This is an optimization exercise on Yosys and OpenROAD, whose aim is small area and a short achievable clock period, not a production implementation. The RTL was checked by simulation tests, not by an equivalence proof against the original design.

## ooo_engine
module ooo_engine (
    input  logic         clk,
    input  logic         rst,
    input  logic [1:0]   tr_cnt,
    input  logic [3:0]   tr_op,
    input  logic [13:0]  tr_dst,
    input  logic [13:0]  tr_src1,
    input  logic [13:0]  tr_src2,
    output logic [1:0]   tr_pop,
    output logic [1:0]   rt_valid,
    output logic [31:0]  rt_seq,
    output logic [3:0]   rt_op,
    output logic [13:0]  rt_dst,
    output logic [13:0]  rt_src1,
    output logic [13:0]  rt_src2,
    output logic [287:0] rt_cyc,
    output logic [287:0] rt_dur,
    output logic         done,
    output logic [15:0]  cycles,
    output logic [15:0]  count
);
  localparam int RECW = 23;
  localparam int UW = 15;
  localparam int STW = 31;
  function automatic logic [2:0] latency(input logic [1:0] op);
    case (op)
      2'd0:    latency = 3'd1;
      2'd1:    latency = 3'd2;
      default: latency = 3'd5;
    endcase
  endfunction
  function automatic logic [16:0] radd(input logic [15:0] a, input logic [15:0] b, input logic ci);
    logic c;
    c = ci;
  ...
clock: 80.0 ns
lec_check: 0
cap_margin: 20
core_margin: 2
core_utilization: 65
cts_cluster_diameter: 100
cts_cluster_size: 25
slew_margin: 20
standard.sh (not shown) runs the stock make flow with config.mk's settings and CLKGATE_MAP_FILE= SYNTH_SCRIPT=/design/flow/synth_recipe.tcl, a recipe that flattens the netlist after the stock synthesis.
==> flow/flow/run.sh <==
#!/bin/bash
# Standard ORFS layout (the standard.sh) with three changes: the port
# buffers are the smallest buffer; repair_timing is asked for a setup
# margin that makes it work on the input-to-output paths; and after global
# routing, cells off the critical paths are downsized (RECOVER_POWER).
# make's full output goes to flow_make.log here; each ORFS step also keeps
# its own log under orfs/logs.
set -euo pipefail
bash standard.sh finish \
  "BUFFER_PORTS_ARGS=-buffer_cell sky130_fd_sc_hd__buf_1" \
  SETUP_SLACK_MARGIN=50 RECOVER_POWER=100 > flow_make.log 2>&1
The first run reached the layout checks and failed them: capacitance limit, slew limit.
Edit:
==> flow/flow/run.sh (replaced) <==
#!/bin/bash
# Standard ORFS layout (the standard.sh) with two changes: the port
# buffers are the smallest buffer, and repair_timing is asked for a setup
# margin that makes it work on the input-to-output paths. make's full output
# goes to flow_make.log here; each ORFS step also keeps its own log under
# orfs/logs.
set -euo pipefail
bash standard.sh finish \
  "BUFFER_PORTS_ARGS=-buffer_cell sky130_fd_sc_hd__buf_1" \
  SETUP_SLACK_MARGIN=50 > flow_make.log 2>&1
=> The new run finished with timing, DRC and antenna clean; via count rises by 0.38%; cell count is about the same; setup slack improved by 0.65 ns; cell area rises by 0.77%; global-route usage does not change; worst hold slack stays flat.

Another version of the RTL of ooo_engine (not shown whole).
For scale: about 1400 flip-flops, about 740 I/O pins, ~73000 sq um of cells after synthesis.
// ooo_engine
module ooo_engine (
    input  logic         clk,
    input  logic         rst,
    input  logic [1:0]   tr_cnt,
    input  logic [3:0]   tr_op,
    input  logic [13:0]  tr_dst,
    input  logic [13:0]  tr_src1,
    input  logic [13:0]  tr_src2,
    output logic [1:0]   tr_pop,
    output logic [1:0]   rt_valid,
    output logic [31:0]  rt_seq,
    output logic [3:0]   rt_op,
    output logic [13:0]  rt_dst,
    output logic [13:0]  rt_src1,
    output logic [13:0]  rt_src2,
    output logic [287:0] rt_cyc,
    output logic [287:0] rt_dur,
    output logic         done,
    output logic [15:0]  cycles,
    output logic [15:0]  count
);
clock: 80.0 ns
lec_check: 0
cap_margin: 20
core_margin: 2
core_utilization: 60
cts_cluster_diameter: 100
cts_cluster_size: 25
slew_margin: 20
==> flow/flow/run.sh <==
#!/bin/bash
# The standard layout (standard.sh) with these changes:
# - synthesis: the standard synthesis with ABC_AREA=1 and flow/area.abc as
#   ABC's area script (ORFS's scripts are copied to myscripts/ with only
#   abc_area.script replaced); the steps before ABC, and so the registers,
#   are unchanged;
# - the port buffers are the smallest buffer;
# - repair_timing is asked for a setup margin that makes it work on the
#   input-to-output paths.
# Each step's full output goes to a log here (flow_synth.log, flow_make.log);
# each ORFS step also keeps its own log under orfs/logs.
set -euo pipefail
rm -rf myscripts
cp -r "$FLOW_HOME/scripts" myscripts
cp flow/area.abc myscripts/abc_area.script
KNOBS=("BUFFER_PORTS_ARGS=-buffer_cell sky130_fd_sc_hd__buf_1" "SETUP_SLACK_MARGIN=50")
bash standard.sh synth "SCRIPTS_DIR=$PWD/myscripts" ABC_AREA=1 "${KNOBS[@]}" > flow_synth.log 2>&1
bash standard.sh finish "${KNOBS[@]}" > flow_make.log 2>&1
==> flow/flow/area.abc <==
strash
dc2
dch -f
map -a
strash
dc2
dch -f
map -a
strash
dch -f
map -a
topo
Rerun with:
==> flow/flow/run.sh (replaced) <==
#!/bin/bash
# Standard ORFS layout (the standard.sh) with two changes: the port
# buffers are the smallest buffer, and repair_timing is asked for a setup
# margin that makes it work on the input-to-output paths. make's full output
# goes to flow_make.log here; each ORFS step also keeps its own log under
# orfs/logs.
set -euo pipefail
bash standard.sh finish \
  "BUFFER_PORTS_ARGS=-buffer_cell sky130_fd_sc_hd__buf_1" \
  SETUP_SLACK_MARGIN=50 > flow_make.log 2>&1
Settings changed: CORE_UTILIZATION 60 to 70.
removed: flow/flow/area.abc
Effect:
- The changed run produced a clean layout
- routed wire length went down by a few percent
- global-route usage went up by 1.7 points
- hold slack improved by 7.7 ps
- final area increases by a few percent

==> afterwards: timing with drivers on the ports <==
How much do the figures lean on ideal ports? The routed layouts below were timed once more, with nothing changed but the port constraints. Step 1 assumes that a clkbuf_16 drives the clock port and a buf_2 every other input. Step 2 moves the port delays by t, midway between the first and last clock arrival at a register: inputs arrive t later, outputs are due t later. That takes back most of the time a late clock gives input paths. Slacks: ideal / step 1 / step 2; pairs: ideal / step 1.
run | t (ns) | slack for setup (ns) | clock arrival spread, ns | cell pins on the clock port's net
the first run of note 1 | 0.788 | 46.578 / 46.487 / 46.487 | 0.051 / 0.051 | 1
the second run of note 1 | 0.788 | 47.224 / 47.113 / 47.113 | 0.049 / 0.049 | 1
the first run of note 2 | 0.802 | 47.452 / 47.411 / 47.411 | 0.080 / 0.080 | 1
the second run of note 2 | 0.797 | 47.422 / 47.375 / 47.375 | 0.061 / 0.061 | 1
The setup slack of the second run of note 1, which loses most, moves by -0.111 ns with the drivers and by -0.111 ns with both steps.
